Source: an optimization exercise on an open RTL-to-GDS flow (aim: small area, a short achievable clock period and few clock cycles). Production flows keep margins and buffers that such runs may drop.
Only simulation tests tie the RTL to the original design; equivalence was not proved.
No activity file was given, so power comes from the tool's default toggle rates.

--- flow/config.mk ---
export PLATFORM = sky130hd
export DESIGN_NAME = rbu_ptr
export DESIGN_NICKNAME = rbu_ptr
export VERILOG_FILES = /design/flow/design.v
export SDC_FILE = /design/flow/constraint.sdc
export NUM_CORES = 4
export LEC_CHECK = 0
export CAP_MARGIN = 20
export CORE_MARGIN = 2
export CORE_UTILIZATION = 40
export SETUP_SLACK_MARGIN = 5
export SLEW_MARGIN = 20
export TNS_END_PERCENT = 0
--- flow/constraint.sdc ---
create_clock -name core_clock -period 10.0 [get_ports {clk}]
set_input_delay 2.0000 -clock core_clock [delete_from_list [all_inputs] [get_ports {clk}]]
set_output_delay 2.0000 -clock core_clock [all_outputs]
set_load 0.01 [all_outputs]
--- flow/design.v ---
module rbu_ptr (
    input  wire        clk,
    input  wire        rst,
    input  wire        cmd_valid,
    output wire        cmd_ready,
    input  wire [31:0] cmd_cw,
    input  wire [31:0] cmd_a0,
    input  wire [31:0] cmd_a1,
    output reg         rsp_valid,
    output reg  [3:0]  rsp_status,
    output reg         rsp_v,
    output reg  [31:0] rsp_r0,
    output reg         alloc_req,
    output reg  [31:0] alloc_size,
    input  wire        alloc_ack,
    input  wire        alloc_ok
);
    localparam NBUF = 4;
    localparam K    = 2;             
    localparam DW   = 32 + K - 1;    
    localparam ST_OK      = 4'd0;
    localparam ST_ALLOC   = 4'd1;
    localparam ST_ILLEGAL = 4'd2;
    localparam ST_CTX     = 4'd3;
    localparam ST_SPAN    = 4'd4;
    localparam OP_CREATE   = 8'h01;
    localparam OP_DESTROY  = 8'h02;
    localparam OP_COUNT    = 8'h10;
    localparam OP_REMAIN   = 8'h11;
    localparam OP_INDEXOF  = 8'h12;
    localparam OP_ENSURE   = 8'h18;
    localparam OP_APPEND   = 8'h30;
    localparam OP_APPENDB  = 8'h31;
    localparam OP_PREPEND  = 8'h32;
    localparam OP_PREPENDB = 8'h33;
    localparam OP_CONSUME  = 8'h39;
    localparam OP_CLEAR    = 8'h3C;
    localparam S_IDLE  = 3'd0;
    localparam S_EXEC  = 3'd1;    
    localparam S_DIV   = 3'd2;    
    localparam S_IDX   = 3'd3;    
    localparam S_GROW  = 3'd4;    
    localparam S_ALLOC = 3'd5;    
    localparam S_RESP  = 3'd6;    
    function [5:0] bitlen;
        input [31:0] x;
        integer k;
        begin
            bitlen = 6'd0;
            for (k = 0; k < 32; k = k + 1)
                if (x[k]) bitlen = k + 1;
        end
    endfunction
    reg        ctx_v [0:NBUF-1];
    reg [30:0] ctx_t [0:NBUF-1];
    reg [30:0] ctx_o [0:NBUF-1];
    reg [30:0] ctx_r [0:NBUF-1];
    reg [30:0] ctx_i [0:NBUF-1];
    reg [2:0]  state;
    reg [1:0]  b;
    reg        f_bad;        
    reg        f_bdhi;       
    reg        f_create, f_destroy, f_count, f_remain, f_index;
    reg        f_ens;        
    reg        f_put;        
    reg        f_pre;        
    reg        f_consume, f_clear, f_kc;
    reg        f_noop;       
    reg        f_span;       
    reg [31:0] arg;          
    reg [31:0] argx;         
    reg [5:0]  bla;          
    reg [DW-1:0] d;          
    reg [4:0]  cnt;
    reg        st_err;       
    reg        v_q;          
    assign cmd_ready = (state == S_IDLE) || (state == S_EXEC) || (state == S_RESP);
    wire [7:0] c_op = cmd_cw[7:0];
    reg c_legal;
    always @(*) begin
        case (c_op)
            OP_CREATE, OP_DESTROY, OP_COUNT, OP_REMAIN, OP_INDEXOF, OP_ENSURE,
            OP_APPENDB, OP_PREPENDB, OP_CONSUME:
                c_legal = ((cmd_cw & 32'hFFFFF0FF) == {24'd0, c_op});
            OP_APPEND, OP_PREPEND:
                c_legal = ((cmd_cw & 32'hFFFEF0FF) == {24'd0, c_op});
            OP_CLEAR:
                c_legal = ((cmd_cw & 32'hFFFBF0FF) == {24'd0, c_op});
            default:
                c_legal = 1'b0;
        endcase
    end
    wire c_app    = (c_op == OP_APPEND)  || (c_op == OP_PREPEND);
    wire c_byte   = (c_op == OP_APPENDB) || (c_op == OP_PREPENDB);
    wire c_ensure = (c_op == OP_ENSURE);
    wire a0_nonpos = cmd_a0[31] || (cmd_a0 == 32'd0);
    wire a1_nonpos = cmd_a1[31] || (cmd_a1 == 32'd0);
    wire c_noop = c_app ? (cmd_cw[16] || a1_nonpos) : a0_nonpos;
    wire [16:0] c_span_lo;
    wire        c_span_c;
    rbu_add #(17) add_span (.a(cmd_a0[16:0]), .b(cmd_a1[16:0]), .ci(1'b0), .s(c_span_lo), .co(c_span_c));
    wire c_span_big = (|cmd_a0[31:17]) || (|cmd_a1[31:17]) || c_span_c || (c_span_lo[16] && (|c_span_lo[15:0]));
    wire c_span = c_app && !cmd_cw[16] && !a1_nonpos && c_span_big;
    wire a0_small = cmd_a0[31] || ((cmd_a0[30:3] == 28'd0) && (cmd_a0[2:0] < 3'd5));
    wire [31:0] c_arg = (c_op == OP_CREATE) ? (a0_small ? 32'd5 : cmd_a0) :
                        c_app  ? cmd_a1 :
                        c_byte ? 32'd1 : cmd_a0;
    reg         cv;
    reg  [30:0] ct, co, cr;
    wire [30:0] ci = ctx_i[b];
    wire [1:0]  b_in = cmd_cw[9:8];
    wire        b_hit = (b_in == b);
    wire ctx_ok = !f_bdhi && (f_create ? !cv : cv);
    wire early  = f_bad || !ctx_ok || f_span;
    wire [3:0] early_st = f_bad ? ST_ILLEGAL : !ctx_ok ? ST_CTX : ST_SPAN;
    wire [30:0] an      = arg[30:0];        
    wire        o_zero  = (co == 31'd0);
    wire [32:0] u1;
    rbu_add #(33) add_u1 (.a({2'b0, co}), .b({f_consume, argx}),
                          .ci(f_consume), .s(u1), .co());
    wire [32:0] u2;
    rbu_add #(33) add_u2 (.a({2'b0, cr}), .b({!f_consume, ~argx}),
                          .ci(!f_consume), .s(u2), .co());
    wire [30:0] u3;
    rbu_add #(31) add_u3 (.a(co), .b(cr), .ci(f_ens), .s(u3), .co());
    wire        fits    = !u2[32];
    wire [31:0] need    = u1[31:0];
    wire [30:0] o_put   = u1[30:0];
    wire [30:0] r_put   = u2[30:0];
    wire        m_le    = !u1[32];
    wire [30:0] c_n     = m_le ? an : co;
    wire [30:0] o_cons  = m_le ? u1[30:0] : 31'd0;
    wire [30:0] r_cons  = m_le ? u2[30:0] : u3;
    wire        md_app  = (state == S_EXEC) && !f_index;
    wire        md_idx  = (state == S_IDX) || ((state == S_EXEC) && f_index);
    wire [34:0] ma_a    = {4'b0, ct};
    wire [34:0] ma_x    = md_app ? {4'b0, an} : md_idx ? {3'b0, arg} : 35'd0;
    wire [34:0] ma_o1   = {4'b0, md_idx ? co : 31'd0} ^ {35{md_idx}};
    wire [34:0] ma_o2   = {4'b0, md_idx ? 31'd0 : co} ^ {35{md_app}};
    wire [34:0] ma_r2   = {4'b0, cr} ^ {35{md_app}};
    wire [34:0] s1s, s1c, s2s, s2c, s3s, s3c;
    rbu_csa #(35) csa1 (.a(ma_a), .b(ma_x), .c(ma_o1), .s(s1s), .k(s1c));
    rbu_csa #(35) csa2 (.a(ma_a), .b(ma_x), .c(ma_o2), .s(s2s), .k(s2c));
    rbu_csa #(35) csa3 (.a(s2s), .b(s2c), .c(ma_r2), .s(s3s), .k(s3c));
    wire [34:0] ma_t1, ma_t2;
    rbu_add #(35) add_t1 (.a(s1s), .b(s1c), .ci(md_idx), .s(ma_t1), .co());
    rbu_add #(35) add_t2 (.a(s3s), .b(s3c), .ci(1'b1), .s(ma_t2), .co());
    wire        ma_alt  = md_app ? !ma_t2[34] : md_idx ? ma_t1[34] : 1'b1;
    wire [30:0] ma_res  = ma_alt ? ma_t2[30:0] : ma_t1[30:0];
    wire        t_ge_o, t2_ge_o;
    rbu_add #(31) cmp_w (.a(ct), .b(~co), .ci(1'b1), .s(), .co(t_ge_o));
    rbu_add #(32) cmp_m (.a({ct, 1'b0}), .b({1'b1, ~co}), .ci(1'b1), .s(), .co(t2_ge_o));
    wire        wrapped = !t_ge_o;
    wire        move_t  = !t2_ge_o;
    wire [5:0]  blo     = bitlen({1'b0, co});
    wire [6:0]  j0      = {1'b0, bla} - {1'b0, blo};    
    wire        no_div  = j0[6];
    wire [5:0]  j1      = j0[5:0] | (K - 1);             
    wire [DW-1:0] d_init = {{(DW-31){1'b0}}, co} << j1;
    wire [4:0]  cnt_init = j1[5:1];                      
    wire [32*(K+1)-1:0] remv;
    assign remv[31:0] = arg;
    genvar gk;
    generate
        for (gk = 0; gk < K; gk = gk + 1) begin : dstep
            wire [DW-1:0] dk = d >> gk;
            wire [DW-1:0] df;
            wire          ge;
            rbu_add #(DW) sub (.a({{(DW-32){1'b0}}, remv[32*gk +: 32]}), .b(~dk),
                               .ci(1'b1), .s(df), .co(ge));
            assign remv[32*(gk+1) +: 32] = ge ? df[31:0] : remv[32*gk +: 32];
        end
    endgenerate
    wire [31:0] rem_n = remv[32*K +: 32];
    wire [31:0] g_next  = {d[30:0], 1'b0};
    wire        g_ovf   = g_next[31];
    wire        need_ge;
    rbu_add #(32) cmp_g (.a(need), .b(~g_next), .ci(1'b1), .s(), .co(need_ge));
    wire        g_found = !need_ge;
    wire [30:0] r_grow, r_init;
    rbu_add #(31) add_rg (.a(d[30:0]), .b(~co), .ci(1'b0), .s(r_grow), .co());    
    rbu_add #(31) add_ri (.a(f_create ? an : ci), .b({31{1'b1}}), .ci(1'b0), .s(r_init), .co());
    integer i;
    wire ex       = (state == S_EXEC);
    wire ex_ok    = ex && !early;
    wire ex_done  = early || f_destroy || f_count || f_remain ||
                    (f_index && o_zero) || (f_ens && (f_noop || fits)) ||
                    f_consume || (f_clear && f_kc);
    wire ex_alloc = f_create || (f_clear && !f_kc);
    wire grant    = alloc_req && alloc_ack && alloc_ok;
    wire do_put   = ex_ok && f_ens && !f_noop && fits && f_put;
    wire do_cons  = ex_ok && f_consume && !f_noop;
    wire g_grant  = grant && f_ens;
    reg        v_we, v_wd, t_we, o_we, r_we, i_we;
    reg [30:0] t_wd, o_wd, r_wd;
    always @(*) begin
        v_we = 1'b0; v_wd = 1'b0;
        t_we = 1'b0; t_wd = ma_res;
        o_we = 1'b0; o_wd = o_put;
        r_we = 1'b0; r_wd = r_put;
        i_we = 1'b0;
        if (ex_ok && f_destroy)
            v_we = 1'b1;
        if (do_put) begin
            o_we = 1'b1;
            r_we = 1'b1;
            t_we = !f_pre;
        end
        if (do_cons) begin
            o_we = 1'b1; o_wd = o_cons;
            r_we = 1'b1; r_wd = r_cons;
        end
        if (ex_ok && f_clear) begin
            t_we = 1'b1; t_wd = 31'd0;
            o_we = 1'b1; o_wd = 31'd0;
            r_we = 1'b1; r_wd = u3;
        end
        if (grant && !f_ens) begin
            r_we = 1'b1; r_wd = r_init;
            if (f_create) begin
                v_we = 1'b1; v_wd = 1'b1;
                i_we = 1'b1;
                t_we = 1'b1; t_wd = 31'd0;
                o_we = 1'b1; o_wd = 31'd0;
            end
        end
        if (g_grant) begin
            r_we = 1'b1; r_wd = r_grow;
            t_we = wrapped && move_t;
        end
    end
    always @(*) begin
        rsp_valid  = (ex && ex_done) || (state == S_RESP);
        rsp_status = ex ? (early ? early_st : ST_OK) : (st_err ? ST_ALLOC : ST_OK);
        rsp_v      = !ex && v_q;
        rsp_r0     = 32'd0;
        if (ex) begin
            if (!early) begin
                if (f_count)
                    rsp_r0 = {1'b0, co};
                if (f_remain)
                    rsp_r0 = {1'b0, cr};
                if (f_consume && !f_noop)
                    rsp_r0 = {1'b0, c_n};
            end
        end else if (v_q)
            rsp_r0 = arg;
        alloc_req  = (ex_ok && ex_alloc) || (state == S_ALLOC);
        alloc_size = f_clear ? {1'b0, ci} : f_create ? arg : d[31:0];
    end
    always @(posedge clk) begin
        if (v_we) ctx_v[b] <= v_wd;
        if (t_we) ctx_t[b] <= t_wd;
        if (o_we) ctx_o[b] <= o_wd;
        if (r_we) ctx_r[b] <= r_wd;
        if (i_we) ctx_i[b] <= an;
        if (cmd_valid && cmd_ready) begin
            cv <= (v_we && b_hit) ? v_wd : ctx_v[b_in];
            ct <= (t_we && b_hit) ? t_wd : ctx_t[b_in];
            co <= (o_we && b_hit) ? o_wd : ctx_o[b_in];
            cr <= (r_we && b_hit) ? r_wd : ctx_r[b_in];
        end else begin
            if (v_we) cv <= v_wd;
            if (t_we) ct <= t_wd;
            if (o_we) co <= o_wd;
            if (r_we) cr <= r_wd;
        end
        if (rst) begin
            state <= S_IDLE;
            cv    <= 1'b0;
            for (i = 0; i < NBUF; i = i + 1)
                ctx_v[i] <= 1'b0;
        end else begin
            case (state)
                S_EXEC: begin
                    if (ex_done)
                        state <= S_IDLE;
                    else if (ex_alloc)
                        state <= S_ALLOC;
                    else if (f_index) begin
                        d      <= d_init;
                        cnt    <= cnt_init;
                        st_err <= 1'b0;
                        v_q    <= 1'b1;
                        if (no_div) begin
                            arg   <= {1'b0, ma_res};
                            state <= S_RESP;
                        end else
                            state <= S_DIV;
                    end else begin
                        d     <= {{(DW-31){1'b0}}, u3};
                        state <= S_GROW;
                    end
                end
                S_DIV: begin
                    arg <= rem_n;
                    d   <= d >> K;
                    cnt <= cnt - 5'd1;
                    if (cnt == 5'd0)
                        state <= S_IDX;
                end
                S_IDX: begin
                    arg   <= {1'b0, ma_res};
                    state <= S_RESP;
                end
                S_GROW: begin
                    if (g_ovf) begin
                        st_err <= 1'b1;
                        v_q    <= 1'b0;
                        state  <= S_RESP;
                    end else begin
                        d <= {{(DW-32){1'b0}}, g_next};
                        if (g_found)
                            state <= S_ALLOC;
                    end
                end
                S_RESP:
                    state <= S_IDLE;
                default:
                    ;
            endcase
            if (alloc_req && alloc_ack) begin
                st_err <= !alloc_ok;
                v_q    <= 1'b0;
                state  <= (alloc_ok && f_ens) ? S_EXEC : S_RESP;
            end
            if (cmd_valid && cmd_ready) begin
                state     <= S_EXEC;
                b         <= cmd_cw[9:8];
                f_bad     <= !c_legal;
                f_bdhi    <= cmd_cw[11:10] != 2'b00;
                f_create  <= c_op == OP_CREATE;
                f_destroy <= c_op == OP_DESTROY;
                f_count   <= c_op == OP_COUNT;
                f_remain  <= c_op == OP_REMAIN;
                f_index   <= c_op == OP_INDEXOF;
                f_ens     <= c_ensure || c_app || c_byte;
                f_put     <= c_app || c_byte;
                f_pre     <= (c_op == OP_PREPEND) || (c_op == OP_PREPENDB);
                f_consume <= c_op == OP_CONSUME;
                f_clear   <= c_op == OP_CLEAR;
                f_kc      <= cmd_cw[18];
                f_noop    <= !c_byte && c_noop;
                f_span    <= c_span;
                arg       <= c_arg;
                argx      <= c_arg ^ {32{c_op == OP_CONSUME}};
                bla       <= bitlen(cmd_a0);
            end
        end
    end
endmodule
module rbu_add #(
    parameter W = 32
) (
    input  wire [W-1:0] a,
    input  wire [W-1:0] b,
    input  wire         ci,
    output wire [W-1:0] s,
    output wire         co
);
    localparam L = (W > 32) ? 6 : (W > 16) ? 5 : (W > 8) ? 4 : (W > 4) ? 3 : (W > 2) ? 2 : 1;
    wire [W-1:0] p = a ^ b;
    wire [W-1:0] g = (a & b) | {{(W-1){1'b0}}, p[0] & ci};
    wire [W*(L+1)-1:0] gv, pv;
    assign gv[W-1:0] = g;
    assign pv[W-1:0] = p;
    genvar l, i;
    generate
        for (l = 0; l < L; l = l + 1) begin : lvl
            for (i = 0; i < W; i = i + 1) begin : bt
                if ((i >> l) & 1) begin : op
                    assign gv[(l+1)*W + i] = gv[l*W + i] |
                                             (pv[l*W + i] & gv[l*W + ((i >> l) << l) - 1]);
                    assign pv[(l+1)*W + i] = pv[l*W + i] & pv[l*W + ((i >> l) << l) - 1];
                end else begin : pass
                    assign gv[(l+1)*W + i] = gv[l*W + i];
                    assign pv[(l+1)*W + i] = pv[l*W + i];
                end
            end
        end
    endgenerate
    wire [W-1:0] c = gv[L*W +: W];    
    assign s  = p ^ {c[W-2:0], ci};
    assign co = c[W-1];
endmodule
module rbu_csa #(
    parameter W = 32
) (
    input  wire [W-1:0] a,
    input  wire [W-1:0] b,
    input  wire [W-1:0] c,
    output wire [W-1:0] s,
    output wire [W-1:0] k
);
    wire [W-1:0] m = (a & b) | (a & c) | (b & c);
    assign s = a ^ b ^ c;
    assign k = {m[W-2:0], 1'b0};
endmodule
--- flow/run.sh ---
#!/bin/bash
# synth_recipe.tcl (not shown) runs the flow's synth.tcl, then flattens the netlist and writes it again
# the make line also repeats each setting of config.mk as NAME=value (left out here)
make -C /OpenROAD-flow-scripts/flow DESIGN_CONFIG=/design/flow/config.mk WORK_HOME=/design/flow/orfs CLKGATE_MAP_FILE= SYNTH_SCRIPT=/design/flow/synth_recipe.tcl finish
==> results of run 1 <==
==> sequential cells by signal (all words and copies together) (netlist names), 6 cells and up, named ones only <==
register	count
ct	31
cr	31
co	31
arg	32
ctx_o	124
d	33
ctx_t	124
ctx_r	124
ctx_i	124
bla	6
argx	32
==> stage by stage <==
step | cells | instance area, µm² | hold slack (ps) | util [%] | power, mW
6_report | 6986 | 60750 | 483.1 | 46.27 | 16.96
5_1_grt | 6978 | 60730 | 503.7 | 46.26 | 17.89
4_1_cts | 6950 | 60250 | 479.3 | 45.89 | 16.48
3_5_place_dp | 6753 | 56820 | 469.5 | 43.28 | 13.10
3_3_place_gp | 6753 | 56820 | 462.4 | 43.28 | 13.00
2_1_floorplan | 4946 | 52840 | 450.9 | - | 10.40
==> worst paths after layout <==
path	from	cells past startpoint	to
hold reg to reg	ctx_v[3]$_SDFFE_PP0P_	2	ctx_v[3]$_SDFFE_PP0P_
hold / removal	ctx_v[3]$_SDFFE_PP0P_	2	ctx_v[3]$_SDFFE_PP0P_
setup reg to reg	co[7]$_DFFE_PP_	19	d[30]$_DFFE_PP_
setup / recovery	co[7]$_DFFE_PP_	19	d[30]$_DFFE_PP_
==> worst reg2reg max path, delay by kind of cell, from the launching register on <==
kind / cells / cell delay (ps)
AOI/OAI and AO/OA: 11 / 2890
xor gates and xnor gates: 1 / 410
adders and majority gates: 1 / 500
buffers and inverters: 2 / 910
DFF: 1 / 660
and+or+nand+nor: 4 / 840
==> power groups by stage <==
stage          sequential (mW)  clock (mW)  combinational, mW
3_3_place_gp              4.96           0               8.04
3_5_place_dp              4.96           0               8.14
4_1_cts                   4.86        3.15               8.47
6_report                  4.87        3.11               8.98
5_1_grt                   4.86        3.25               9.78
2_1_floorplan             4.71           0               5.69
==> cell usage after synthesis, types with 35 or more instances <==
library cell / instances
nor4_1: 38
o21a_1: 56
inv_1: 351
o21ai_0: 209
mux2i_1: 136
ha_1: 357
edfxtp_1: 716
nor2_1: 399
nand2_1: 343
and3_1: 47
clkbuf_1: 164
o31ai_1: 50
nand2b_1: 44
a21oi_1: 415
fa_1: 141
a21o_1: 98
nand3_1: 85
mux4_2: 105
nor3b_1: 35
nor2b_1: 48
nor3_1: 82
xor2_1: 106
a211oi_1: 63
xnor2_1: 169
mux2_2: 120
and2_1: 43
==> layer usage <==
metal / share of wire (%) / GRT usage [%]
met1: 41 / 42.37
met2: 42 / 45.06
met4: 6.0 / 16.20
met5: 0.012 / 0
met3: 11 / 8.395
==> cell families after synthesis <==
family          share of synthesized area (%)
compound gates                          15.08
xor+xnor                                4.561
fa+ha+maj                               13.80
buf+inv                                 4.362
flops                                   41.09
mux                                     9.672
other cells                          0.007101
simple gates                            11.42
==> layout make-up <==
cell class / instances / area share (%)
Clock inverter: 47 / 0.8670
Clock buffer: 101 / 3.581
Timing Repair Buffer: 349 / 5.217
Antenna cell: 8 / 0.03295
Inverter: 356 / 2.251
Sequential cell: 726 / 35.73
Tap cell: 1755 / 3.614
Multi-Input combinational cell: 3644 / 48.70
==> repair_timing <==
action / 4_1_cts / 5_1_grt
resized for setup: 185 / 53
buffers inserted: 45 / 24
pin swaps: 31 / 28
gates cloned: 4 / 3
setup endpoints to repair: 808 / 855
==> results.json, run 1 <==
{
  "post_synth_main_area_contributors": "edfxtp_1 (41%), ha_1 (8.5%), fa_1 (5.3%), mux4_2 (4.5%), a21oi_1 (3.9%)",
  "finalSetupViolations": 0,
  "routed_wire_length_per_instance_um": 30.73,
  "vias": 43170,
  "fillCellCount": 12226,
  "syn2layout_area_growth_pct": 15.05,
  "grt_pass1_wl_um": 301200,
  "clkTransAtPathRegs_ps": 60,
  "synth-async-reset-ratio_pct": 0,
  "critical_path.n_buffers_inverters": 2,
  "final_nets": 5758,
  "cp_data_arrival_time_ps": 6920,
  "dieWidth_um": 367.3,
  "cts_max_level": 3,
  "initial_utilization_pct": 40.22,
  "synth_enable_flop_cells": 716,
  "core.rowCount": 133,
  "largest_driver_fanout_on_the_critical_path": 33,
  "postRouteWirelength_um": 214700,
  "maxClockFrequency_mhz": 153.9,
  "post_synth_design_cell_area_mm2": 0.05281,
  "root_buffer": "clkbuf_16",
  "seq_power_share_pct": 28.7,
  "timing_hold_violations_final": 0,
  "drt_first_iter_violations": 5818,
  "timing.setup.critical_path_class": "reg2reg",
  "grt_usage_pct": 31.07,
  "worstPathCellList": "inv_1 > a311oi_1 > o311ai_0 > a211oi_1 > o311ai_0 > a311oi_1 > nor3_1 > nor3_1 > fa_2 > xor2_4 > buf_4 > nor2_1 > a21oi_1 > nor2b_1 > a211oi_1 > a211oi_1 > a21oi_1 > a22oi_2 > o21ai_0",
  "globalplace.congestion": 1.051,
  "netlist-cell-type-count": 102,
  "grt.overflow.total": 0,
  "run_status": "complete, no violations",
  "peakVddDrop_uv": 219.5,
  "rsz0062_at_grt": "true",
  "clock_buffer_count_from_cts": 82,
  "ant_nets": 0,
  "yosys_warnings": 1,
  "drt-vias-per-instance": 6.180,
  "layout_common_cells": "edfxtp_1 (716), a21oi_1 (403), nor2_1 (380)",
  "placeableCoreArea_mm2": 0.1313,
  "clock_latency_of_the_later_clocked_register_in_the_worst_skew_pair_ps": 710,
  "timing.critical_path.max_delay_family": "compound AO/OA/AOI/OAI gates",
  "drc_violation_count_after_routing": 0,
  "reg2reg_slack_ps": 3500,
  "netlist_instances": 4946,
  "critical_path.endpoint_type": "flip-flop",
  "timing.slew.headroom_pct": 15.28,
  "power_density_relative_to_cell_area_mw_per_mm2": 279.1,
  "power.leakage_nw": 23.25,
  "post_synth.cell_area_avg_um2": 10.68,
  "final_layout_size_suffix_gt1_share_pct": 13.84,
  "cap_violations": 0,
  "multi_input_area_mm2": 0.02959,
  "worst-slew-pin-transition_ps": 1271,
  "layout_setup_ws_ps": 3503,
  "post-route-period-util_pct": 64.97,
  "crit_path_top_delay_cell": "edfxtp_1",
  "cp_data_required_time_ps": 10430,
  "synth.ff_latch_count": 726,
  "relative_contribution_of_combinational_cells_to_total_power_pct": 53.0,
  "cts_tree": "yes",
  "max-clock-path-buffers": 3,
  "holdBufCountCts": 0,
  "boundary_pins": 173,
  "antenna_violations_before_repair": 12,
  "syn-num-nets": 5545,
  "crit_path_frequent_cell": "a211oi_1",
  "internal_power_mw": 9.714,
  "startpoint_type": "flip-flop",
  "regArea_mm2": 0.02171,
  "grt_max_degree": 78,
  "critical_path.max_stage_delay_ps": 660,
  "place_ws_ps": 1478,
  "die_h_um": 367.3,
  "dominantRegCellSynth": "edfxtp_1",
  "power_switching_mw": 7.242,
  "synth_top_area_share_pct": 40.72,
  "tritoncts_num_sinks": 726,
  "drv_slew": 0,
  "power_frac_clock_pct": 18.3,
  "mostFrequentLayoutCell": "edfxtp_1",
  "hold_class": "reg2reg",
  "via_count_of_the_first_global_routing_pass": 40721,
  "hpwl_um": 159900,
  "drt_pre_antenna_iters": 9,
  "design.die.area_mm2": 0.1349,
  "skew_ps": 34.76,
  "synth_top_area_cell": "edfxtp_1",
  "totalNegativeSetupSlack_ps": 0,
  "netSwitchingFraction_pct": 42.71,
  "synth_seq_area_share_pct": 41.09,
  "timing.final.crit_period_ps": 6497,
  "io_buffers": 171
}
Testbench counts, summed over its fixed seeds: cycles 76,640.
==> inputs of run 2 (changes only) <==
--- a/flow/design.v
+++ b/flow/design.v
@@ -35,13 +35,22 @@
     localparam OP_PREPENDB = 8'h33;
     localparam OP_CONSUME  = 8'h39;
     localparam OP_CLEAR    = 8'h3C;
-    localparam S_IDLE  = 3'd0;
-    localparam S_EXEC  = 3'd1;    
-    localparam S_DIV   = 3'd2;    
-    localparam S_IDX   = 3'd3;    
-    localparam S_GROW  = 3'd4;    
-    localparam S_ALLOC = 3'd5;    
-    localparam S_RESP  = 3'd6;    
+    localparam S_IDLE  = 0;
+    localparam S_EXEC  = 1;       
+    localparam S_DIV   = 2;       
+    localparam S_IDX   = 3;       
+    localparam S_GROW  = 4;       
+    localparam S_ALLOC = 5;       
+    localparam S_RESP  = 6;       
+    localparam S_SHR   = 7;       
+    localparam [7:0] H_IDLE  = 8'b00000001;
+    localparam [7:0] H_EXEC  = 8'b00000010;
+    localparam [7:0] H_DIV   = 8'b00000100;
+    localparam [7:0] H_IDX   = 8'b00001000;
+    localparam [7:0] H_GROW  = 8'b00010000;
+    localparam [7:0] H_ALLOC = 8'b00100000;
+    localparam [7:0] H_RESP  = 8'b01000000;
+    localparam [7:0] H_SHR   = 8'b10000000;
     function [5:0] bitlen;
         input [31:0] x;
         integer k;
@@ -55,8 +64,8 @@
     reg [30:0] ctx_t [0:NBUF-1];
     reg [30:0] ctx_o [0:NBUF-1];
     reg [30:0] ctx_r [0:NBUF-1];
-    reg [30:0] ctx_i [0:NBUF-1];
-    reg [2:0]  state;
+    reg [4:0]  ctx_k [0:NBUF-1];
+    reg [7:0]  state;
     reg [1:0]  b;
     reg        f_bad;        
     reg        f_bdhi;       
@@ -64,6 +73,7 @@
     reg        f_ens;        
     reg        f_put;        
     reg        f_pre;        
+    reg        m_app;        
     reg        f_consume, f_clear, f_kc;
     reg        f_noop;       
     reg        f_span;       
@@ -74,7 +84,7 @@
     reg [4:0]  cnt;
     reg        st_err;       
     reg        v_q;          
-    assign cmd_ready = (state == S_IDLE) || (state == S_EXEC) || (state == S_RESP);
+    assign cmd_ready = state[S_IDLE] || state[S_EXEC] || state[S_RESP];
     wire [7:0] c_op = cmd_cw[7:0];
     reg c_legal;
     always @(*) begin
@@ -107,7 +117,7 @@
                         c_byte ? 32'd1 : cmd_a0;
     reg         cv;
     reg  [30:0] ct, co, cr;
-    wire [30:0] ci = ctx_i[b];
+    wire [4:0]  ck = ctx_k[b];
     wire [1:0]  b_in = cmd_cw[9:8];
     wire        b_hit = (b_in == b);
     wire ctx_ok = !f_bdhi && (f_create ? !cv : cv);
@@ -131,10 +141,10 @@
     wire [30:0] c_n     = m_le ? an : co;
     wire [30:0] o_cons  = m_le ? u1[30:0] : 31'd0;
     wire [30:0] r_cons  = m_le ? u2[30:0] : u3;
-    wire        md_app  = (state == S_EXEC) && !f_index;
-    wire        md_idx  = (state == S_IDX) || ((state == S_EXEC) && f_index);
+    wire        md_app  = m_app;
+    wire        md_idx  = f_index;
     wire [34:0] ma_a    = {4'b0, ct};
-    wire [34:0] ma_x    = md_app ? {4'b0, an} : md_idx ? {3'b0, arg} : 35'd0;
+    wire [34:0] ma_x    = {3'b0, arg} & {35{m_app | f_index}};
     wire [34:0] ma_o1   = {4'b0, md_idx ? co : 31'd0} ^ {35{md_idx}};
     wire [34:0] ma_o2   = {4'b0, md_idx ? 31'd0 : co} ^ {35{md_app}};
     wire [34:0] ma_r2   = {4'b0, cr} ^ {35{md_app}};
@@ -172,16 +182,16 @@
         end
     endgenerate
     wire [31:0] rem_n = remv[32*K +: 32];
-    wire [31:0] g_next  = {d[30:0], 1'b0};
-    wire        g_ovf   = g_next[31];
+    wire        g_ovf   = d[31] || d[32];
     wire        need_ge;
-    rbu_add #(32) cmp_g (.a(need), .b(~g_next), .ci(1'b1), .s(), .co(need_ge));
+    rbu_add #(32) cmp_g (.a(argx), .b(~d[31:0]), .ci(1'b1), .s(), .co(need_ge));
     wire        g_found = !need_ge;
-    wire [30:0] r_grow, r_init;
+    wire [30:0] r_grow;
     rbu_add #(31) add_rg (.a(d[30:0]), .b(~co), .ci(1'b0), .s(r_grow), .co());    
-    rbu_add #(31) add_ri (.a(f_create ? an : ci), .b({31{1'b1}}), .ci(1'b0), .s(r_init), .co());
+    wire [30:0] d_inc;                                                   
+    rbu_add #(31) add_di (.a(d[30:0]), .b(31'd0), .ci(1'b1), .s(d_inc), .co());
     integer i;
-    wire ex       = (state == S_EXEC);
+    wire ex       = state[S_EXEC];
     wire ex_ok    = ex && !early;
     wire ex_done  = early || f_destroy || f_count || f_remain ||
                     (f_index && o_zero) || (f_ens && (f_noop || fits)) ||
@@ -191,14 +201,15 @@
     wire do_put   = ex_ok && f_ens && !f_noop && fits && f_put;
     wire do_cons  = ex_ok && f_consume && !f_noop;
     wire g_grant  = grant && f_ens;
-    reg        v_we, v_wd, t_we, o_we, r_we, i_we;
+    reg        v_we, v_wd, t_we, o_we, r_we, k_we;
+    reg [4:0]  k_wd;
     reg [30:0] t_wd, o_wd, r_wd;
     always @(*) begin
         v_we = 1'b0; v_wd = 1'b0;
         t_we = 1'b0; t_wd = ma_res;
         o_we = 1'b0; o_wd = o_put;
         r_we = 1'b0; r_wd = r_put;
-        i_we = 1'b0;
+        k_we = 1'b0; k_wd = 5'd0;
         if (ex_ok && f_destroy)
             v_we = 1'b1;
         if (do_put) begin
@@ -216,21 +227,25 @@
             r_we = 1'b1; r_wd = u3;
         end
         if (grant && !f_ens) begin
-            r_we = 1'b1; r_wd = r_init;
+            r_we = 1'b1; r_wd = f_create ? an : d[30:0];
+            k_we = 1'b1;
             if (f_create) begin
                 v_we = 1'b1; v_wd = 1'b1;
-                i_we = 1'b1;
                 t_we = 1'b1; t_wd = 31'd0;
                 o_we = 1'b1; o_wd = 31'd0;
             end
         end
+        if (state[S_RESP] && f_create && !st_err) begin
+            r_we = 1'b1;
+        end
         if (g_grant) begin
             r_we = 1'b1; r_wd = r_grow;
+            k_we = 1'b1; k_wd = ck + cnt;
             t_we = wrapped && move_t;
         end
     end
     always @(*) begin
-        rsp_valid  = (ex && ex_done) || (state == S_RESP);
+        rsp_valid  = (ex && ex_done) || state[S_RESP];
         rsp_status = ex ? (early ? early_st : ST_OK) : (st_err ? ST_ALLOC : ST_OK);
         rsp_v      = !ex && v_q;
         rsp_r0     = 32'd0;
@@ -245,15 +260,16 @@
             end
         end else if (v_q)
             rsp_r0 = arg;
-        alloc_req  = (ex_ok && ex_alloc) || (state == S_ALLOC);
-        alloc_size = f_clear ? {1'b0, ci} : f_create ? arg : d[31:0];
+        alloc_req  = (ex_ok && f_create) || (state[S_GROW] && !g_ovf && g_found) ||
+                     (state[S_SHR] && cnt == 5'd0) || state[S_ALLOC];
+        alloc_size = f_clear ? {1'b0, d_inc} : f_create ? arg : d[31:0];
     end
     always @(posedge clk) begin
         if (v_we) ctx_v[b] <= v_wd;
         if (t_we) ctx_t[b] <= t_wd;
         if (o_we) ctx_o[b] <= o_wd;
         if (r_we) ctx_r[b] <= r_wd;
-        if (i_we) ctx_i[b] <= an;
+        if (k_we) ctx_k[b] <= k_wd;
         if (cmd_valid && cmd_ready) begin
             cv <= (v_we && b_hit) ? v_wd : ctx_v[b_in];
             ct <= (t_we && b_hit) ? t_wd : ctx_t[b_in];
@@ -266,17 +282,22 @@
             if (r_we) cr <= r_wd;
         end
         if (rst) begin
-            state <= S_IDLE;
+            state <= H_IDLE;
             cv    <= 1'b0;
             for (i = 0; i < NBUF; i = i + 1)
                 ctx_v[i] <= 1'b0;
         end else begin
-            case (state)
-                S_EXEC: begin
+            case (1'b1)
+                state[S_EXEC]: begin
                     if (ex_done)
-                        state <= S_IDLE;
-                    else if (ex_alloc)
-                        state <= S_ALLOC;
+                        state <= H_IDLE;
+                    else if (f_create)
+                        state <= H_ALLOC;
+                    else if (f_clear) begin
+                        d     <= {{(DW-31){1'b0}}, u3};
+                        cnt   <= ck;
+                        state <= H_SHR;
+                    end
                     else if (f_index) begin
                         d      <= d_init;
                         cnt    <= cnt_init;
@@ -284,48 +305,65 @@
                         v_q    <= 1'b1;
                         if (no_div) begin
                             arg   <= {1'b0, ma_res};
-                            state <= S_RESP;
+                            state <= H_RESP;
                         end else
-                            state <= S_DIV;
+                            state <= H_DIV;
                     end else begin
-                        d     <= {{(DW-31){1'b0}}, u3};
-                        state <= S_GROW;
+                        d     <= {{(DW-32){1'b0}}, u3, 1'b0};
+                        argx  <= need;
+                        cnt   <= 5'd1;
+                        m_app <= 1'b0;
+                        state <= H_GROW;
                     end
                 end
-                S_DIV: begin
+                state[S_DIV]: begin
                     arg <= rem_n;
                     d   <= d >> K;
                     cnt <= cnt - 5'd1;
                     if (cnt == 5'd0)
-                        state <= S_IDX;
+                        state <= H_IDX;
                 end
-                S_IDX: begin
+                state[S_IDX]: begin
                     arg   <= {1'b0, ma_res};
-                    state <= S_RESP;
+                    state <= H_RESP;
                 end
-                S_GROW: begin
+                state[S_GROW]: begin
                     if (g_ovf) begin
                         st_err <= 1'b1;
                         v_q    <= 1'b0;
-                        state  <= S_RESP;
+                        state  <= H_RESP;
+                    end else if (g_found)
+                        state <= H_ALLOC;
+                    else begin
+                        d   <= d << 1;
+                        cnt <= cnt + 5'd1;
+                    end
+                end
+                state[S_RESP]:
+                    state <= H_IDLE;
+                state[S_SHR]: begin
+                    if (cnt == 5'd0)
+                        state <= H_ALLOC;
+                    else if (cnt == 5'd1) begin
+                        d   <= d >> 1;
+                        cnt <= 5'd0;
                     end else begin
-                        d <= {{(DW-32){1'b0}}, g_next};
-                        if (g_found)
-                            state <= S_ALLOC;
+                        d   <= d >> 2;
+                        cnt <= cnt - 5'd2;
                     end
                 end
-                S_RESP:
-                    state <= S_IDLE;
                 default:
                     ;
             endcase
             if (alloc_req && alloc_ack) begin
                 st_err <= !alloc_ok;
                 v_q    <= 1'b0;
-                state  <= (alloc_ok && f_ens) ? S_EXEC : S_RESP;
+                state  <= (alloc_ok && f_ens) ? H_EXEC : H_RESP;
+                m_app  <= f_put && !f_pre;
+                argx   <= f_create ? 32'd1 : arg;
             end
             if (cmd_valid && cmd_ready) begin
-                state     <= S_EXEC;
+                state     <= H_EXEC;
                 b         <= cmd_cw[9:8];
                 f_bad     <= !c_legal;
                 f_bdhi    <= cmd_cw[11:10] != 2'b00;
@@ -337,6 +375,7 @@
                 f_ens     <= c_ensure || c_app || c_byte;
                 f_put     <= c_app || c_byte;
                 f_pre     <= (c_op == OP_PREPEND) || (c_op == OP_PREPENDB);
+                m_app     <= (c_op == OP_APPEND) || (c_op == OP_APPENDB);
                 f_consume <= c_op == OP_CONSUME;
                 f_clear   <= c_op == OP_CLEAR;
                 f_kc      <= cmd_cw[18];
==> run 2 against run 1 <==
Via count barely moved. First-iteration DRC count rose by 6.3%. Sequential power rose by 11%. Sequential share of layout area fell by 3.4 points. Critical path depth fell by 6. Worst hold slack got worse by 11 ps. Area after synthesis fell by 5.0%. Die area fell by 4.9%.
==> results.json, run 2 <==
{
  "worst_reg2reg_startpoint": "co[9]$_DFFE_PP_",
  "most_frequent_cell_after_synthesis": "edfxtp_1",
  "holdPathEnd": "ctx_v[0]$_SDFFE_PP0P_",
  "finalSetupViolations": 0,
  "skew_ps": 75.68,
  "dieWidth_um": 358.1,
  "cts_max_level": 3,
  "max-clock-path-buffers": 3,
  "clock_buffer_count_from_cts": 74,
  "post_synth.cell_area_avg_um2": 10.13,
  "syn2layout_area_growth_pct": 15.36,
  "reg2regPathDepth": 18,
  "drt_first_iter_violations": 6186,
  "synth_top_area_cell": "edfxtp_1",
  "peakVddDrop_uv": 400.7,
  "hold_depth": 2,
  "timing.slew.headroom_pct": 18.72,
  "rsz0062_at_grt": "true",
  "crit_path_top_delay_cell": "edfxtp_1",
  "timing.final.crit_period_ps": 6523,
  "post_synth_design_cell_area_mm2": 0.05017,
  "drt_pre_antenna_iters": 7,
  "post_synth_main_area_contributors": "edfxtp_1 (37%), ha_1 (9.2%), fa_1 (5.7%), mux4_2 (4.5%), a21oi_1 (4.1%)",
  "mostFrequentLayoutCell": "edfxtp_1",
  "startpoint_type": "flip-flop",
  "power_density_relative_to_cell_area_mw_per_mm2": 418.6,
  "post_layout_instance_area_mm2": 0.05787,
  "run_status": "complete, no violations",
  "tritoncts_num_sinks": 628,
  "grt.overflow.total": 0,
  "largest_driver_fanout_on_the_critical_path": 4,
  "cp_data_required_time_ps": 8000,
  "grt_usage_pct": 33.06,
  "synth_top_area_share_pct": 36.69,
  "drv_slew": 0,
  "initial_utilization_pct": 40.42,
  "reg2reg_slack_ps": 3540,
  "cts_tree": "yes",
  "timing.setup.critical_path_class": "reg2out",
  "timing_hold_violations_final": 0,
  "cap_violations": 0,
  "synth-async-reset-ratio_pct": 0,
  "yosys_warnings": 1,
  "hold_class": "reg2reg",
  "worstPathCellList": "ha_1 > a21o_1 > a21oi_2 > nor3b_2 > a211oi_4 > buf_6 > o2111ai_4 > a21oi_1 > a311oi_4 > a21bo_2 > a21boi_4 > or2_4 > buf_2",
  "biggestRegsByFlops": "ctx_o x124, ctx_r x124, ctx_t x124",
  "clkTransAtPathRegs_ps": 60,
  "final_nets": 5776,
  "die_h_um": 358.1,
  "synth_enable_flop_cells": 613,
  "dominantRegCellSynth": "edfxtp_1",
  "critical_path.endpoint_type": "output pin",
  "post-route-period-util_pct": 65.23,
  "netlist_instances": 4952,
  "synth.top_cells.by_count": "edfxtp_1 (613), nor2_1 (460), a21oi_1 (406)",
  "worst-slew-pin-transition_ps": 1206,
  "grt_pass1_wl_um": 301800,
  "reg2reg_to": "ct[4]$_DFFE_PP_",
  "design.die.area_mm2": 0.1283,
  "drc_violation_count_after_routing": 0,
  "clock_latency_of_the_later_clocked_register_in_the_worst_skew_pair_ps": 740,
  "critical_path.max_stage_delay_ps": 730,
  "layout_common_cells": "edfxtp_1 (613), nor2_1 (444), a21oi_1 (393)",
  "core.rowCount": 129,
  "synth.ff_latch_count": 628,
  "io_buffers": 171,
  "syn-num-nets": 5563,
  "ant_nets": 0,
  "placeableCoreArea_mm2": 0.1241,
  "vias": 43148,
  "grt_max_degree": 86,
  "globalplace.congestion": 1.028,
  "drt-vias-per-instance": 6.284,
  "cp_data_arrival_time_ps": 4520,
  "via_count_of_the_first_global_routing_pass": 40840,
  "power.leakage_nw": 22.61,
  "final_layout_size_suffix_gt1_share_pct": 14.11,
  "totalNegativeSetupSlack_ps": 0,
  "root_buffer": "clkbuf_16",
  "final_cell_utilization_of_the_core_pct": 46.63,
  "worstHoldStart": "ctx_v[0]$_SDFFE_PP0P_",
  "postRouteWirelength_um": 214400,
  "hpwl_um": 162600,
  "post_dp_cell_area_mm2": 0.05398,
  "routed_wire_length_per_instance_um": 31.22,
  "boundary_pins": 173,
  "synth_seq_area_share_pct": 37.29,
  "netlist-cell-type-count": 104,
  "antenna_violations_before_repair": 10,
  "maxClockFrequency_mhz": 153.3
}
-- run 2: power by group --
group,total (mW),switching (mW),internal [mW]
registers,5.39,0.723,4.67
logic,16.0,10.1,5.85
clock network,2.85,1.28,1.58
total,24.2,12.1,12.1
-- run 2: metrics by stage --
stage                     total power, mW  cells  worst slack (ps)  hold slack (ps)
after floorplan                     14.82   4952              4204            441.1
after global routing                25.46   6861              3444            496.8
after global placement              20.11   6627              2251            458.6
final                               24.22   6866              3477            472.2
after CTS                           23.70   6826              3510            471.2
after detailed placement            20.25   6627              2184            464.7
-- run 2: cell families (layout without fill, tap and decap cells) --
logic type                 Yosys count  after routing  synth area share, %
AOI/OAI and AO/OA                 1341           1341                17.08
xor gates and xnor gates           290            290                5.101
adders and majority gates          510            510                14.85
buffers and inverters              586            857                4.667
DFF                                628            628                37.29
muxes                              297            297                8.927
other                                1              6             0.007475
and+or+nand+nor                   1299           1300                12.08
-- run 2: worst max path at each step --
stage / slack (ps) / cells after the start / from / endpoint
2_1_floorplan: 4200 / 30 / arg[0]$_DFFE_PP_ / arg[23]$_DFFE_PP_
3_3_place_gp: 2250 / 25 / arg[0]$_DFFE_PP_ / arg[7]$_DFFE_PP_
3_5_place_dp: 2180 / 25 / arg[0]$_DFFE_PP_ / arg[29]$_DFFE_PP_
4_1_cts: 3510 / 18 / f_consume$_DFFE_PP_ / rsp_r0[25]
5_1_grt: 3440 / 15 / f_consume$_DFFE_PP_ / rsp_valid
6_report: 3480 / 13 / cr[9]$_DFFE_PP_ / rsp_valid
-- run 2: timing repair --
item,CTS,global route
setup buffers,59,33
cloned,5,2
pin swaps,35,31
setup endpoints to repair,1135,1032
hold buffers,0,0
resized for setup,218,49
-- run 2: routing by layer --
metal | global-route usage (%) | routed length [µm]
met5 | 0 | 83
met4 | 16.46 | 12200
met3 | 8.712 | 24950
met2 | 48.03 | 89810
met1 | 45.44 | 87330
-- run 2: worst max-delay path: cells and delay by family (launching register included) --
kind	cells	cell delay [ps]
AO/OA/AOI/OAI	8	1730
flip-flops	1	730
AND/OR/NAND/NOR	2	630
adder cells (fa/ha/maj)	1	400
buffers and inverters	2	300
-- run 2: area by class of cell --
class | instances | area, µm²
Fill cell | 11565 | 66250
Sequential cell | 628 | 18710
Inverter | 335 | 1269
Clock buffer | 80 | 1874
Tap cell | 1637 | 2048
Multi-Input combinational cell | 3739 | 29790
Antenna cell | 5 | 12.51
Clock inverter | 55 | 629.4
Timing Repair Buffer | 387 | 3535
Testbench counts of run 2, summed over its fixed seeds: cycles 77,627.
==> inputs of run 3 (changes only) <==
--- a/flow/config.mk
+++ b/flow/config.mk
@@ -8,6 +8,8 @@
 export CAP_MARGIN = 20
 export CORE_MARGIN = 2
 export CORE_UTILIZATION = 40
+export CTS_CLUSTER_DIAMETER = 100
+export CTS_CLUSTER_SIZE = 16
 export SETUP_SLACK_MARGIN = 5
 export SLEW_MARGIN = 20
 export TNS_END_PERCENT = 0
==> run 3 against run 2 <==
Die area unchanged. Clock skew decreased by 43 ps. Count of clock-buffer cells in the layout fell by 22. First-iteration DRC count about the same. Critical path depth is 6 higher. Core utilization is 0.97 points lower. Worst setup slack got worse by 19 ps. Synthesized cell count is the same. Via count is 0.50% lower. Worst hold slack better by 11 ps. Critical path type is now reg2reg. Highest routed layer unchanged.
==> results.json, run 3 <==
{
  "rsz0062_at_grt": "true",
  "synth_top_area_cell": "edfxtp_1",
  "cp_data_arrival_time_ps": 7070,
  "dominantRegCellSynth": "edfxtp_1",
  "via_count_of_the_first_global_routing_pass": 40607,
  "yosys_warnings": 1,
  "cap_violations": 0,
  "layout_setup_ws_ps": 3458,
  "mostFrequentLayoutCell": "edfxtp_1",
  "hold_depth": 2,
  "holdBufCountCts": 0,
  "clock_buffer_count_from_cts": 50,
  "cts_tree": "yes",
  "critical_path.endpoint_type": "flip-flop",
  "cp_data_required_time_ps": 10530,
  "design.die.area_mm2": 0.1283,
  "io_buffers": 171,
  "hold_class": "reg2reg",
  "die_h_um": 358.1,
  "globalplace.congestion": 1.028,
  "worstPathCellList": "buf_4 > clkinvlp_4 > o211ai_1 > a311oi_2 > nor3_1 > o311ai_0 > a311oi_1 > o311ai_1 > a311oi_1 > o31ai_2 > fa_2 > xnor2_4 > buf_4 > a21oi_1 > mux2i_1 > a21oi_1 > o21ai_0 > a21oi_1 > o22ai_1",
  "crit_path_frequent_cell": "a21oi_1",
  "final_layout_size_suffix_gt1_share_pct": 12.95,
  "postRouteWirelength_um": 212600,
  "post_synth_main_area_contributors": "edfxtp_1 (37%), ha_1 (9.2%), fa_1 (5.7%), mux4_2 (4.5%), a21oi_1 (4.1%)",
  "biggestRegsByFlops": "ctx_o x124, ctx_r x124, ctx_t x124",
  "total_power_mw": 23.35,
  "place_ws_ps": 2184,
  "netSwitchingFraction_pct": 50.95,
  "relative_contribution_of_combinational_cells_to_total_power_pct": 68.3,
  "netlist-cell-type-count": 104,
  "synth_enable_flop_cells": 613,
  "seq_power_share_pct": 23.1,
  "startpoint_type": "flip-flop",
  "internal_power_mw": 11.45,
  "post_synth.cell_area_avg_um2": 10.13,
  "drv_slew": 0,
  "drt-vias-per-instance": 6.314,
  "worst-slew-pin-transition_ps": 1219,
  "power.leakage_nw": 22.07,
  "core.rowCount": 129,
  "power_frac_clock_pct": 8.6,
  "timing.setup.critical_path_class": "reg2reg",
  "timing_hold_violations_final": 0,
  "antenna_violations_before_repair": 16,
  "drt_pre_antenna_iters": 9,
  "run_status": "complete, no violations",
  "synth-async-reset-ratio_pct": 0,
  "timing.critical_path.max_delay_family": "compound AO/OA/AOI/OAI gates",
  "vias": 42932,
  "synth_top_area_share_pct": 36.69,
  "timing.final.crit_period_ps": 6542,
  "power_density_relative_to_cell_area_mw_per_mm2": 412.0,
  "post_synth_design_cell_area_mm2": 0.05017,
  "syn-num-nets": 5563,
  "synth.ff_latch_count": 628,
  "tritoncts_num_sinks": 628,
  "post_layout_instance_area_mm2": 0.05667,
  "clkTransAtPathRegs_ps": 70,
  "routed_wire_length_per_instance_um": 31.27,
  "initial_utilization_pct": 40.42,
  "post-route-period-util_pct": 65.42,
  "hpwl_um": 162600,
  "critical_path.n_buffers_inverters": 3,
  "skew_ps": 32.85,
  "drc_violation_count_after_routing": 0,
  "max-clock-path-buffers": 3,
  "peakVddDrop_uv": 403.1,
  "grt_max_degree": 86,
  "worstHoldStart": "ctx_v[0]$_SDFFE_PP0P_",
  "maxClockFrequency_mhz": 152.9,
  "worst_reg2reg_startpoint": "co[4]$_DFFE_PP_",
  "clock_latency_of_the_later_clocked_register_in_the_worst_skew_pair_ps": 700,
  "layout_common_cells": "edfxtp_1 (613), nor2_1 (446), a21oi_1 (392)",
  "synth.top_cells.by_count": "edfxtp_1 (613), nor2_1 (460), a21oi_1 (406)",
  "root_buffer": "clkbuf_16",
  "syn2layout_area_growth_pct": 12.97,
  "reg2reg_to": "d[24]$_DFFE_PP_",
  "ant_nets": 0,
  "drt_first_iter_violations": 6189,
  "synth_seq_area_share_pct": 37.29,
  "reg2reg_slack_ps": 3460,
  "finalSetupViolations": 0,
  "placeableCoreArea_mm2": 0.1241,
  "post_dp_cell_area_mm2": 0.05398,
  "grt_usage_pct": 32.71,
  "timing.slew.headroom_pct": 17.88,
  "cts_max_level": 2,
  "final_nets": 5741,
  "most_frequent_cell_after_synthesis": "edfxtp_1",
  "grt_pass1_wl_um": 299800,
  "boundary_pins": 173,
  "critical_path.max_stage_delay_ps": 880,
  "netlist_instances": 4952,
  "power_switching_mw": 11.90,
  "crit_path_top_delay_cell": "mux2i_1",
  "largest_driver_fanout_on_the_critical_path": 50,
  "grt.overflow.total": 0,
  "totalNegativeSetupSlack_ps": 0,
  "reg2regPathDepth": 19,
  "holdPathEnd": "ctx_v[0]$_SDFFE_PP0P_",
  "critical_path_depth": 19,
  "dieWidth_um": 358.1
}
[run 3: per-stage QoR]
step,utilization (%),hold slack [ps],cells
3_5_place_dp,43.49,464.7,6627
3_3_place_gp,43.49,458.6,6627
6_report,45.66,483.4,6799
4_1_cts,45.37,475.2,6764
2_1_floorplan,-,441.1,4952
5_1_grt,45.64,499.9,6789
[run 3: layout make-up]
type                    instances  area (µm²)
well taps                    1637        2048
fillers                     11684       67450
clock inverters                16       200.2
multi-input cells            3739       29780
diodes                         10       25.02
clock buffers                  58        1281
repair buffers                376        3357
flip-flops and latches        628       18710
inverters                     335        1269
[run 3: timing repair]
item | 4_1_cts | 5_1_grt
gates cloned | 3 | 1
setup buffers | 60 | 24
endpoints found under the hold margin | 0 | 0
setup endpoints to repair | 1140 | 983
gates resized for setup | 212 | 25
pin swaps | 38 | 20
[run 3: routing by layer]
layer  GRT usage (%)  vias to the layer above  wire length (µm)
met1           45.01                    21247             86420
met2           47.50                     2527             88730
met5               0                        -                65
met4           16.37                       10             12650
li1                -                    18631                 -
met3           8.529                      517             24770
[run 3: worst min-delay path, cell delays in order, from the launching register on]
cell and delay [ps]:
dfxtp_1 320, o31ai_1 60, a21oi_1 60
[run 3: logic make-up after synthesis]
family          after synthesis  share of synthesized area [%]
simple gates               1299                          12.08
compound gates             1341                          17.08
flops                       628                          37.29
other cells                   1                       0.007475
mux                         297                          8.927
fa+ha+maj                   510                          14.85
buf+inv                     586                          4.667
xor+xnor                    290                          5.101
[run 3: how the worst max path moves through the flow]
stage | start | slack (ps) | to
3_5_place_dp | arg[0]$_DFFE_PP_ | 2180 | arg[29]$_DFFE_PP_
4_1_cts | argx[0]$_DFFE_PP_ | 3570 | rsp_r0[29]
6_report | co[4]$_DFFE_PP_ | 3460 | d[24]$_DFFE_PP_
5_1_grt | cr[0]$_DFFE_PP_ | 3460 | rsp_valid
2_1_floorplan | arg[0]$_DFFE_PP_ | 4200 | arg[23]$_DFFE_PP_
3_3_place_gp | arg[0]$_DFFE_PP_ | 2250 | arg[7]$_DFFE_PP_
[run 3: power by group through the flow]
stage / clock network [mW] / registers, mW / logic, mW
2_1_floorplan: 0 / 4.94 / 9.88
4_1_cts: 2.05 / 5.34 / 15.4
5_1_grt: 2.12 / 5.36 / 17.1
3_3_place_gp: 0 / 5.41 / 14.7
6_report: 2.01 / 5.39 / 16.0
3_5_place_dp: 0 / 5.41 / 14.8
==> inputs of run 4 (changes only) <==
--- a/flow/design.v
+++ b/flow/design.v
@@ -16,7 +16,7 @@
     input  wire        alloc_ok
 );
     localparam NBUF = 4;
-    localparam K    = 2;             
+    localparam K    = 3;             
     localparam DW   = 32 + K - 1;    
     localparam ST_OK      = 4'd0;
     localparam ST_ALLOC   = 4'd1;
@@ -165,23 +165,62 @@
     wire [5:0]  blo     = bitlen({1'b0, co});
     wire [6:0]  j0      = {1'b0, bla} - {1'b0, blo};    
     wire        no_div  = j0[6];
-    wire [5:0]  j1      = j0[5:0] | (K - 1);             
+    reg  [4:0]  cnt_init;
+    reg  [5:0]  j1;
+    always @(*) begin
+        case (j0[4:0])
+            5'd0: begin cnt_init = 5'd0; j1 = 6'd2; end
+            5'd1: begin cnt_init = 5'd0; j1 = 6'd2; end
+            5'd2: begin cnt_init = 5'd0; j1 = 6'd2; end
+            5'd3: begin cnt_init = 5'd1; j1 = 6'd5; end
+            5'd4: begin cnt_init = 5'd1; j1 = 6'd5; end
+            5'd5: begin cnt_init = 5'd1; j1 = 6'd5; end
+            5'd6: begin cnt_init = 5'd2; j1 = 6'd8; end
+            5'd7: begin cnt_init = 5'd2; j1 = 6'd8; end
+            5'd8: begin cnt_init = 5'd2; j1 = 6'd8; end
+            5'd9: begin cnt_init = 5'd3; j1 = 6'd11; end
+            5'd10: begin cnt_init = 5'd3; j1 = 6'd11; end
+            5'd11: begin cnt_init = 5'd3; j1 = 6'd11; end
+            5'd12: begin cnt_init = 5'd4; j1 = 6'd14; end
+            5'd13: begin cnt_init = 5'd4; j1 = 6'd14; end
+            5'd14: begin cnt_init = 5'd4; j1 = 6'd14; end
+            5'd15: begin cnt_init = 5'd5; j1 = 6'd17; end
+            5'd16: begin cnt_init = 5'd5; j1 = 6'd17; end
+            5'd17: begin cnt_init = 5'd5; j1 = 6'd17; end
+            5'd18: begin cnt_init = 5'd6; j1 = 6'd20; end
+            5'd19: begin cnt_init = 5'd6; j1 = 6'd20; end
+            5'd20: begin cnt_init = 5'd6; j1 = 6'd20; end
+            5'd21: begin cnt_init = 5'd7; j1 = 6'd23; end
+            5'd22: begin cnt_init = 5'd7; j1 = 6'd23; end
+            5'd23: begin cnt_init = 5'd7; j1 = 6'd23; end
+            5'd24: begin cnt_init = 5'd8; j1 = 6'd26; end
+            5'd25: begin cnt_init = 5'd8; j1 = 6'd26; end
+            5'd26: begin cnt_init = 5'd8; j1 = 6'd26; end
+            5'd27: begin cnt_init = 5'd9; j1 = 6'd29; end
+            5'd28: begin cnt_init = 5'd9; j1 = 6'd29; end
+            5'd29: begin cnt_init = 5'd9; j1 = 6'd29; end
+            5'd30: begin cnt_init = 5'd10; j1 = 6'd32; end
+            5'd31: begin cnt_init = 5'd10; j1 = 6'd32; end
+            default: begin cnt_init = 5'd0; j1 = 6'd2; end
+        endcase
+    end
     wire [DW-1:0] d_init = {{(DW-31){1'b0}}, co} << j1;
-    wire [4:0]  cnt_init = j1[5:1];                      
-    wire [32*(K+1)-1:0] remv;
-    assign remv[31:0] = arg;
-    genvar gk;
-    generate
-        for (gk = 0; gk < K; gk = gk + 1) begin : dstep
-            wire [DW-1:0] dk = d >> gk;
-            wire [DW-1:0] df;
-            wire          ge;
-            rbu_add #(DW) sub (.a({{(DW-32){1'b0}}, remv[32*gk +: 32]}), .b(~dk),
-                               .ci(1'b1), .s(df), .co(ge));
-            assign remv[32*(gk+1) +: 32] = ge ? df[31:0] : remv[32*gk +: 32];
-        end
-    endgenerate
-    wire [31:0] rem_n = remv[32*K +: 32];
+    localparam WS = DW + 2;
+    wire [WS-1:0] rx  = {{(WS-32){1'b0}}, arg};
+    wire [WS-1:0] dA  = {2'b00, d};
+    wire [WS-1:0] dB  = {3'b000, d[DW-1:1]};
+    wire [WS-1:0] dC  = {4'b0000, d[DW-1:2]};
+    wire [WS-1:0] a1, a2, a3, dvs, dvk;
+    rbu_add #(WS) sub1 (.a(rx), .b(~dA), .ci(1'b1), .s(a1), .co());
+    rbu_add #(WS) sub2 (.a(rx), .b(~dB), .ci(1'b1), .s(a2), .co());
+    rbu_csa #(WS) csa_d (.a(rx), .b(~dA), .c(~dB), .s(dvs), .k(dvk));
+    rbu_add #(WS) sub3 (.a(dvs), .b({dvk[WS-1:1], 1'b1}), .ci(1'b1), .s(a3), .co());
+    wire        q1  = !a1[WS-1];
+    wire [31:0] rA  = q1 ? (!a3[WS-1] ? a3[31:0] : a1[31:0])
+                         : (!a2[WS-1] ? a2[31:0] : arg);
+    wire [WS-1:0] b1;
+    rbu_add #(WS) sub4 (.a({{(WS-32){1'b0}}, rA}), .b(~dC), .ci(1'b1), .s(b1), .co());
+    wire [31:0] rem_n = !b1[WS-1] ? b1[31:0] : rA;
     wire        g_ovf   = d[31] || d[32];
     wire        need_ge;
     rbu_add #(32) cmp_g (.a(argx), .b(~d[31:0]), .ci(1'b1), .s(), .co(need_ge));
--- a/flow/config.mk
+++ b/flow/config.mk
@@ -8,8 +8,6 @@
 export CAP_MARGIN = 20
 export CORE_MARGIN = 2
 export CORE_UTILIZATION = 40
-export CTS_CLUSTER_DIAMETER = 100
-export CTS_CLUSTER_SIZE = 16
 export SETUP_SLACK_MARGIN = 5
 export SLEW_MARGIN = 20
 export TNS_END_PERCENT = 0
==> run 4 against run 3 <==
Combinational power up 13%. Highest routed layer unchanged. Clock skew grew 46 ps. Sequential cell count increased by 1. Area after synthesis up 9.8%. Maximum frequency up 0.12%. Still clean on timing, DRC and antenna. Cell area rose by 14%. Clock power is 38% higher. Sequential share of layout area is 4.1 points lower. Global-route usage is 2.9 points higher. Critical path depth grew 3.
==> results.json, run 4 <==
{
  "cap_violations": 0,
  "peakVddDrop_uv": 347.1,
  "hold_depth": 2,
  "reg2reg_slack_ps": 3470,
  "post-route-period-util_pct": 65.34,
  "layout_setup_ws_ps": 3466,
  "reg2reg_to": "d[15]$_DFFE_PP_",
  "worstPathCellList": "inv_1 > a311oi_2 > nor3_1 > o311ai_0 > a311oi_1 > o311ai_1 > a311oi_1 > o31ai_2 > inv_1 > ha_1 > and3b_1 > or3_4 > nand2_4 > mux2_2 > a211oi_4 > buf_12 > mux2i_1 > mux2i_1 > mux2i_2 > mux2i_1 > a221oi_1 > nor2_1",
  "boundary_pins": 173,
  "vias": 49848,
  "cts_tree": "yes",
  "run_status": "complete, no violations",
  "dominantRegCellSynth": "edfxtp_1",
  "most_frequent_cell_after_synthesis": "edfxtp_1",
  "rsz0062_at_grt": "true",
  "worst_reg2reg_startpoint": "co[5]$_DFFE_PP_",
  "layout_common_cells": "edfxtp_1 (614), nor2_1 (517), nand2_1 (431)",
  "seq_power_share_pct": 19.0,
  "drv_slew": 0,
  "core.rowCount": 136,
  "die_h_um": 375.1,
  "grt_usage_pct": 35.58,
  "crit_path_frequent_cell": "mux2i_1",
  "synth_top_area_cell": "edfxtp_1",
  "maxClockFrequency_mhz": 153.0,
  "syn2layout_area_growth_pct": 17.64,
  "power_switching_mw": 13.28,
  "netlist_instances": 5593,
  "synth-async-reset-ratio_pct": 0,
  "timing_hold_violations_final": 0,
  "hold_class": "reg2reg",
  "holdPathEnd": "ctx_v[3]$_SDFFE_PP0P_",
  "placeableCoreArea_mm2": 0.1372,
  "timing.setup.critical_path_class": "reg2reg",
  "hpwl_um": 192100,
  "clock_buffer_count_from_cts": 74,
  "fillCellCount": 12817,
  "post_synth_main_area_contributors": "edfxtp_1 (33%), ha_1 (9.9%), fa_1 (6.7%), mux4_2 (4.1%), a21oi_1 (4.0%)",
  "post_synth_design_cell_area_mm2": 0.05509,
  "root_buffer": "clkbuf_16",
  "postRouteWirelength_um": 255900,
  "timing.slew.headroom_pct": 8.577,
  "drt-vias-per-instance": 6.400,
  "final_layout_size_suffix_gt1_share_pct": 15.62,
  "synth_seq_area_share_pct": 34.01,
  "design.die.area_mm2": 0.1407,
  "initial_utilization_pct": 40.17,
  "drt_pre_antenna_iters": 9,
  "syn-num-nets": 6312,
  "post_synth.cell_area_avg_um2": 9.850,
  "critical_path.max_stage_delay_ps": 500,
  "timing.final.crit_period_ps": 6534,
  "internal_power_mw": 12.52,
  "io_buffers": 171,
  "netlist-cell-type-count": 105,
  "place_ws_ps": 2360,
  "largest_driver_fanout_on_the_critical_path": 21,
  "netSwitchingFraction_pct": 51.47,
  "timing.critical_path.max_delay_family": "compound AO/OA/AOI/OAI gates",
  "grt_max_degree": 64,
  "relative_contribution_of_combinational_cells_to_total_power_pct": 70.3,
  "drt_first_iter_violations": 6668,
  "cts_max_level": 3,
  "synth_top_area_share_pct": 33.47,
  "critical_path_depth": 22,
  "critical_path.endpoint_type": "flip-flop",
  "via_count_of_the_first_global_routing_pass": 46731,
  "power.leakage_nw": 25.47,
  "clock_latency_of_the_later_clocked_register_in_the_worst_skew_pair_ps": 740,
  "final_nets": 6649,
  "power_density_relative_to_cell_area_mw_per_mm2": 398.1,
  "synth_enable_flop_cells": 614,
  "dieWidth_um": 375.1,
  "startpoint_type": "flip-flop",
  "biggestRegsByFlops": "ctx_o x124, ctx_r x124, ctx_t x124",
  "synth.ff_latch_count": 629,
  "antenna_violations_before_repair": 31,
  "ant_nets": 0,
  "grt_pass1_wl_um": 354500,
  "finalSetupViolations": 0,
  "mostFrequentLayoutCell": "edfxtp_1",
  "max-clock-path-buffers": 3,
  "totalNegativeSetupSlack_ps": 0,
  "skew_ps": 79.31,
  "clkTransAtPathRegs_ps": 70,
  "grt.overflow.total": 0,
  "yosys_warnings": 1,
  "multi_input_area_mm2": 0.03497,
  "globalplace.congestion": 1.054,
  "cp_data_required_time_ps": 10430,
  "critical_path.n_buffers_inverters": 3,
  "routed_wire_length_per_instance_um": 32.86,
  "cp_data_arrival_time_ps": 6960,
  "synth.top_cells.by_count": "edfxtp_1 (614), nor2_1 (537), a21oi_1 (444)",
  "regArea_mm2": 0.01874,
  "reg2regPathDepth": 22,
  "crit_path_top_delay_cell": "edfxtp_1",
  "tritoncts_num_sinks": 629,
  "worstHoldStart": "ctx_v[3]$_SDFFE_PP0P_",
  "worst-slew-pin-transition_ps": 1359,
  "power_frac_clock_pct": 10.7,
  "drc_violation_count_after_routing": 0
}
[run 4: cell count changes after synthesis, sizes merged, moves of 45 or more]
cell    before  now
mux2i       84  147
nor2       462  538
o21ai      339  258
nand2      366  440
o211ai      31   76
a211oi      59  114
ha         368  435
[run 4: final cells by class]
| cell class | instances | share of cell area (%) |
|---|---|---|
| multi-input combinational | 4310 | 53.95 |
| sequential | 629 | 28.92 |
| timing repair buffer | 537 | 7.516 |
| tap | 1794 | 3.464 |
| clock buffer | 90 | 2.998 |
| inverter | 378 | 2.357 |
| clock inverter | 43 | 0.7626 |
| antenna | 8 | 0.03089 |
[run 4: repair_timing]
action	CTS	global route
hold buffers	0	0
cloned	4	2
setup endpoints to repair	1231	1120
setup buffers	181	49
resized for setup	237	50
pin swaps	41	31
[run 4: tightest hold or removal path, delay by kind of cell, from the launching register on]
| kind | cells | cell delay (ps) |
|---|---|---|
| DFF | 1 | 310 |
| AOI/OAI and AO/OA | 2 | 130 |
[run 4: worst max-delay path by stage]
stage | endpoint | slack [ps] | startpoint
final | d[15]$_DFFE_PP_ | 3470 | co[5]$_DFFE_PP_
after global routing | arg[26]$_DFFE_PP_ | 3410 | d[4]$_DFFE_PP_
after CTS | arg[2]$_DFFE_PP_ | 3600 | d[2]$_DFFE_PP_
after detailed placement | arg[29]$_DFFE_PP_ | 2360 | d[12]$_DFFE_PP_
after global placement | arg[29]$_DFFE_PP_ | 2410 | d[12]$_DFFE_PP_
after floorplan | arg[13]$_DFFE_PP_ | 4070 | d[5]$_DFFE_PP_
[run 4: metrics by stage]
stage	hold WS [ps]	instance area (µm²)	util (%)	instances	power [mW]
after CTS	478.1	64000	46.66	7724	24.93
final	485.0	64810	47.25	7789	25.80
after floorplan	446.5	55210	-	5593	14.93
after global routing	493.2	64800	47.25	7785	26.98
after detailed placement	468.8	59260	43.21	7406	20.89
after global placement	465.1	59110	43.10	7399	20.76
[run 4: logic make-up after synthesis]
logic type | Yosys count | synth area share, %
adders and majority gates | 619 | 16.55
xor gates and xnor gates | 336 | 5.342
muxes | 353 | 8.933
other | 1 | 0.006807
DFF | 629 | 34.01
buffers and inverters | 658 | 4.683
AOI/OAI and AO/OA | 1517 | 18.11
and+or+nand+nor | 1480 | 12.37
[run 4: routing by layer]
layer | vias up | part of all wire, % | GRT usage [%]
met3 | 773 | 12 | 11.14
li1 | 21409 | - | -
met5 | - | 0.059 | 0
met4 | 22 | 8.7 | 25.30
met1 | 24497 | 39 | 46.26
met2 | 3147 | 41 | 49.92
[run 4: power by group through the flow]
stage | sequential (mW) | clock, mW | combinational, mW
finish | 4.90 | 2.77 | 18.1
global route | 4.89 | 2.90 | 19.2
CTS | 4.88 | 2.81 | 17.2
detailed placement | 5.11 | 0 | 15.8
global placement | 5.10 | 0 | 15.7
floorplan | 4.75 | 0 | 10.2
Testbench counts of run 4, summed over its fixed seeds: cycles 70,030.

re-timing with driven ports:
Ports are ideal in the flow. The routed layouts listed here were re-timed in OpenROAD.
Step 1 assumes that a clkbuf_16 drives the clock port and a buf_2 every other input.
Step 2, shift: input delay + t, output delay - t, t = (earliest + latest rising clock arrival at the registers) / 2. This alone moves slack from input paths to output paths.
a / b / c = ideal / step 1 / step 2; a / b = the first two.
run	shift t [ns]	slack for setup (ns)	worst setup path at the end	latest minus earliest clock arrival (ns)	slew at the worst register clock pin (ns)
run 1	0.768	3.503 / 3.503 / 2.951	input to register	0.034 / 0.035	0.07 / 0.07
run 2	0.775	3.477 / 3.406 / 3.334	input to register	0.076 / 0.076	0.08 / 0.08
run 3	0.764	3.458 / 3.427 / 3.323	input to register	0.033 / 0.033	0.09 / 0.09
run 4	0.777	3.466 / 3.408 / 3.318	input to register	0.079 / 0.080	0.08 / 0.08
After both steps every run listed still meets setup and hold. For run 1, which loses most, drivers alone change the setup slack by 0.000 ns; drivers and shift together by -0.552 ns.
